This design comes from an exercise in tuning for small area on the open sky130 flow, not from production work.
In this exercise RTL edits were held to simulation tests only and were not proved equivalent to the original.

==> inputs of trial 23 <==
==> flow/design.v (excerpt) <==
module n2t_timing_engine (
    input  wire        clk,
    input  wire        rst,
    input  wire [63:0] tick,
    input  wire [1:0]  btn_in,
    input  wire        in_data,
    input  wire        cmd_valid,
    input  wire [31:0] cmd,
    output wire [1:0]  clk_out,
    output wire [3:0]  out_data,
    output wire [3:0]  out_enable,
    output wire        in_load,
    output wire        in_shift,
    output wire        in_clock,
    output wire [1:0]  btn_state,
    output wire [1:0]  btn_changed,
    output wire [1:0]  clk_mode,
    output wire [15:0] clk_freq0,
    output wire [15:0] clk_freq1,
    output wire [3:0]  out_reversed,
    output wire [15:0] in_word,
    output wire [15:0] in_word_mirrored,
    output wire        in_changed,
    output wire [7:0]  cur_prog,
    output wire [1:0]  seq_mode,
    output reg         cmd_ok
);
Settings: LEC_CHECK=0, ABC_AREA=1, CAP_MARGIN=20, CORE_MARGIN=2, CORE_UTILIZATION=40, SLEW_MARGIN=20; clock period 70.0 ns.
run.sh (not shown) runs the stock make flow with config.mk's settings and CLKGATE_MAP_FILE= SYNTH_SCRIPT=/design/flow/synth_recipe.tcl, a recipe that flattens the netlist after the stock synthesis.
==> inputs of trial 44, as changes to trial 23 <==
--- a/flow/design.v
+++ b/flow/design.v
@@ -14,29 +14,76 @@
             3'd4: begin len = 5'd1;  seq0 = 16'h0001; seq1 = 16'h0000; cnum = 24'd10000000; end
             3'd5: begin len = 5'd3;  seq0 = 16'h0005; seq1 = 16'h0003; cnum = 24'd3333333;  end
             3'd6: begin len = 5'd12; seq0 = 16'h0A5C; seq1 = 16'h03F0; cnum = 24'd833333;   end
             default: begin len = 5'd7; seq0 = 16'h005A; seq1 = 16'h0033; cnum = 24'd1428571; end
         endcase
     end
 endmodule
+module n2t_gt #(
+    parameter W = 64
+) (
+    input  wire [W-1:0] a,
+    input  wire [W-1:0] b,
+    output wire         gt
+);
+    wire [W:0] c;
+    assign c[0] = 1'b0;
+    genvar i;
+    generate
+        for (i = 0; i < W; i = i + 1) begin : g
+            assign c[i+1] = (a[i] & ~b[i]) | (a[i] & c[i]) | (~b[i] & c[i]);
+        end
+    endgenerate
+    assign gt = c[W];
+endmodule
+module n2t_add #(
+    parameter W  = 64,
+    parameter WB = 24
+) (
+    input  wire [W-1:0]  a,
+    input  wire [WB-1:0] b,
+    output wire [W-1:0]  s,
+    output wire          co
+);
+    wire [W:0] c;
+    assign c[0] = 1'b0;
+    genvar i;
+    generate
+        for (i = 0; i < W; i = i + 1) begin : g
+            if (i < WB) begin : g_fa
+                assign s[i]   = a[i] ^ b[i] ^ c[i];
+                assign c[i+1] = (a[i] & b[i]) | (a[i] & c[i]) | (b[i] & c[i]);
+            end else begin : g_ha
+                assign s[i]   = a[i] ^ c[i];
+                assign c[i+1] = a[i] & c[i];
+            end
+        end
+    endgenerate
+    assign co = c[W];
+endmodule
 module n2t_button #(
     parameter [63:0] INTERVAL = 64'd200
 ) (
     input  wire        clk,
     input  wire        rst,
     input  wire [63:0] now,
     input  wire [1:0]  pin,
     output reg  [1:0]  state,
     output reg  [1:0]  changed,
     output reg  [1:0]  state_n,
     output reg  [1:0]  changed_n
 );
     reg [7:0]  sreg0, sreg1;
     reg [63:0] next_tick;
-    wire       sample = now > next_tick;
+    wire        sample;
+    wire [63:0] next_tick_inc;
+    wire        co_unused;
+    n2t_gt  #(.W(64))          u_gt  (.a(now), .b(next_tick), .gt(sample));
+    n2t_add #(.W(64), .WB(8))  u_add (.a(next_tick), .b(INTERVAL[7:0]),
+                                      .s(next_tick_inc), .co(co_unused));
     wire [7:0] sreg0_n = {sreg0[6:0], pin[0]};
     wire [7:0] sreg1_n = {sreg1[6:0], pin[1]};
     always @* begin
         state_n   = state;
         changed_n = 2'b00;
         if (sample) begin
             if (sreg0_n == 8'hFF && !state[0]) begin
@@ -58,15 +105,15 @@
             state     <= 2'b00;
             changed   <= 2'b00;
             next_tick <= now;
         end else begin
             if (sample) begin
                 sreg0     <= sreg0_n;
                 sreg1     <= sreg1_n;
-                next_tick <= next_tick + INTERVAL;
+                next_tick <= next_tick_inc;
             end
             state   <= state_n;
             changed <= changed_n;
         end
     end
 endmodule
 module n2t_out_channel (
@@ -260,23 +307,28 @@
     n2t_prog_rom u_rom_act (.index(prog_n), .len(act_len),
                             .seq0(act_seq0), .seq1(act_seq1), .cnum(act_cnum_unused));
     wire [23:0] div_num = cmd_op[2] ? (cmd_op[0] ? cur_cnum : 24'd5000000) : sel_cnum;
     wire [15:0] div_den = cmd_op[2] ? cmd_imm : seq_freq;
     wire [23:0] new_tps = div_num / div_den;
     wire        sync   = (cmd_csync || cmd_csynco) && prog == 3'd0;
     wire        synco  = cmd_csynco && prog == 3'd0;
-    wire [63:0] clk_next0 = clk_base0 + (clk_pend0 ? {41'd0, clk_tps0} : 64'd0);
-    reg  [24:0] add1;
-    always @* begin
-        if (synco)      add1 = clk_pend0 ? {1'b0, clk_tps0, 1'b0} : {2'b00, clk_tps0};
-        else if (sync)  add1 = clk_pend0 ? {2'b00, clk_tps0} : 25'd0;
-        else            add1 = clk_pend1 ? {2'b00, clk_tps1} : 25'd0;
-    end
-    wire [63:0] clk_next1 = (sync ? clk_base0 : clk_base1) + {39'd0, add1};
-    wire [63:0] seq_next  = seq_base + (seq_pend ? {40'd0, seq_tps} : 64'd0);
+    wire [63:0] clk_next0, clk_next1, seq_next;
+    wire [2:0]  co_unused;
+    n2t_add #(.W(64), .WB(23)) u_add0 (.a(clk_base0), .b(clk_tps0 & {23{clk_pend0}}),
+                                       .s(clk_next0), .co(co_unused[0]));
+    wire [63:0] base1 = sync ? clk_next0 : clk_base1;
+    wire [22:0] add1  = synco ? clk_tps0 : sync ? 23'd0 : (clk_tps1 & {23{clk_pend1}});
+    n2t_add #(.W(64), .WB(23)) u_add1 (.a(base1), .b(add1),
+                                       .s(clk_next1), .co(co_unused[1]));
+    n2t_add #(.W(64), .WB(24)) u_adds (.a(seq_base), .b(seq_tps & {24{seq_pend}}),
+                                       .s(seq_next), .co(co_unused[2]));
+    wire due0, due1, dues;
+    n2t_gt #(.W(64)) u_gt0 (.a(now), .b(clk_next0), .gt(due0));
+    n2t_gt #(.W(64)) u_gt1 (.a(now), .b(clk_next1), .gt(due1));
+    n2t_gt #(.W(64)) u_gts (.a(now), .b(seq_next),  .gt(dues));
     wire cauto0 = cmd_cauto && !cmd_idx;
     wire cauto1 = cmd_cauto && cmd_idx;
     reg [1:0]  clk_st_n, clk_mode_n;
     reg        fire0, fire1;
     reg [1:0]  seq_mode_n;
     reg [3:0]  seq_step_n;
     reg        seq_fire, seq_start;
@@ -301,35 +353,35 @@
         end
         if (cmd_pauto)
             seq_mode_n = (seq_mode == SEQ_MANUAL) ? SEQ_AUTO : SEQ_MANUAL;
         step_inc = {1'b0, seq_step_n} + 5'd1;
         if (prog_n == 3'd0) begin
             if (!clk_mode_n[0]) begin
                 if (btn_changed[0]) clk_st_n[0] = btn_state[0];
-            end else if (!cauto0 && now > clk_next0) begin
+            end else if (!cauto0 && due0) begin
                 clk_st_n[0] = ~clk_st_n[0];
                 fire0 = 1'b1;
             end
             if (!clk_mode_n[1]) begin
                 if (btn_changed[1]) clk_st_n[1] = btn_state[1];
-            end else if (!cauto1 && now > clk_next1) begin
+            end else if (!cauto1 && due1) begin
                 clk_st_n[1] = ~clk_st_n[1];
                 fire1 = 1'b1;
             end
         end else begin
             if (seq_mode_n == SEQ_MANUAL) begin
                 if (btn_changed[0] && btn_state[0]) begin
                     seq_mode_n = SEQ_ONESHOT;
                     seq_start  = 1'b1;
                 end
                 if (btn_changed[1] && btn_state[1]) begin
                     seq_step_n = (step_inc == act_len) ? 4'd0 : step_inc[3:0];
                     push = 1'b1;
                 end
-            end else if (!cmd_pauto && now > seq_next) begin
+            end else if (!cmd_pauto && dues) begin
                 seq_step_n = (step_inc == act_len) ? 4'd0 : step_inc[3:0];
                 if (seq_step_n == 4'd0 && seq_mode_n == SEQ_ONESHOT)
                     seq_mode_n = SEQ_MANUAL;
                 seq_fire = 1'b1;
                 push = 1'b1;
             end
             if (push) begin
@@ -438,20 +490,28 @@
     wire do_csynco = cmd_valid && is_csynco;
     wire do_pauto  = cmd_valid && is_pauto;
     wire do_iack   = cmd_valid && is_iack;
     always @(posedge clk) begin
         if (rst)            cmd_ok <= 1'b1;
         else if (cmd_valid) cmd_ok <= accepted;
     end
-    reg  [63:0] prev_tick;
-    always @(posedge clk) prev_tick <= tick;
-    wire [63:0] dtick = tick - prev_tick;
-    wire [4:0]  dsat  = (dtick[63:5] != 59'd0) ? 5'd31 : dtick[4:0];
-    wire        wrap20 = (tick[63:5] == {59{1'b1}}) && (tick[4:0] >= 5'd12);
-    wire        wrap10 = (tick[63:5] == {59{1'b1}}) && (tick[4:0] >= 5'd22);
+    reg  [63:0] last_lim;
+    reg         lim_ovf;
+    wire [58:0] lim_hi;
+    wire        tick_hi_ones;    
+    n2t_add #(.W(59), .WB(1)) u_lim (.a(tick[63:5]), .b(1'b1), .s(lim_hi), .co(tick_hi_ones));
+    always @(posedge clk) begin
+        last_lim <= {lim_hi, tick[4:0]};
+        lim_ovf  <= tick_hi_ones;
+    end
+    wire        below_lim;
+    n2t_gt #(.W(64)) u_lim_gt (.a(last_lim), .b(tick), .gt(below_lim));
+    wire [4:0]  dsat = (below_lim || lim_ovf) ? (tick[4:0] - last_lim[4:0]) : 5'd31;
+    wire        wrap20 = tick_hi_ones && (tick[4:0] >= 5'd12);
+    wire        wrap10 = tick_hi_ones && (tick[4:0] >= 5'd22);
     wire [1:0] btn_state_n, btn_changed_n;
     n2t_button #(.INTERVAL(BUTTON_UPDATE_INTERVAL)) u_btn (
         .clk       (clk),
         .rst       (rst),
         .now       (tick),
         .pin       (btn_in),
         .state     (btn_state),
==> comparison <==
- Sequential share of layout area: trial 23 is lower than trial 44 (2.7 points).
- Between trial 44 and trial 23, the lower worst hold slack is in trial 44 (gap 0.010 ns).
- Against trial 23, the utilization of trial 44 is higher by 1.7 points.
- In trial 44 the clock skew is lower than in trial 23, by 0.0060 ns.

==> port drivers added, routing unchanged <==
In the flow no input, the clock included, has a driving cell. The finished layouts below were timed again as built, in two steps. Step 1 assumes that a clkbuf_16 drives the clock port and a buf_2 every other input. Step 2, shift: input delay + t, output delay - t, t = (earliest + latest rising clock arrival at the registers) / 2. This alone moves slack from input paths to output paths. Three values: ideal, step 1, step 2; two values: the first two.
run	t, ns	setup WS [ns]	worst setup path at the end	worst slew at a driven data input, ns
trial 23	0.764	4.827 / 4.879 / 4.115	input to register	0.09
trial 44	0.715	3.444 / 3.468 / 2.753	input to register	0.15
After both steps every run listed still meets setup and hold. For trial 23, which loses most, drivers alone change the setup slack by +0.052 ns; drivers and shift together by -0.712 ns.
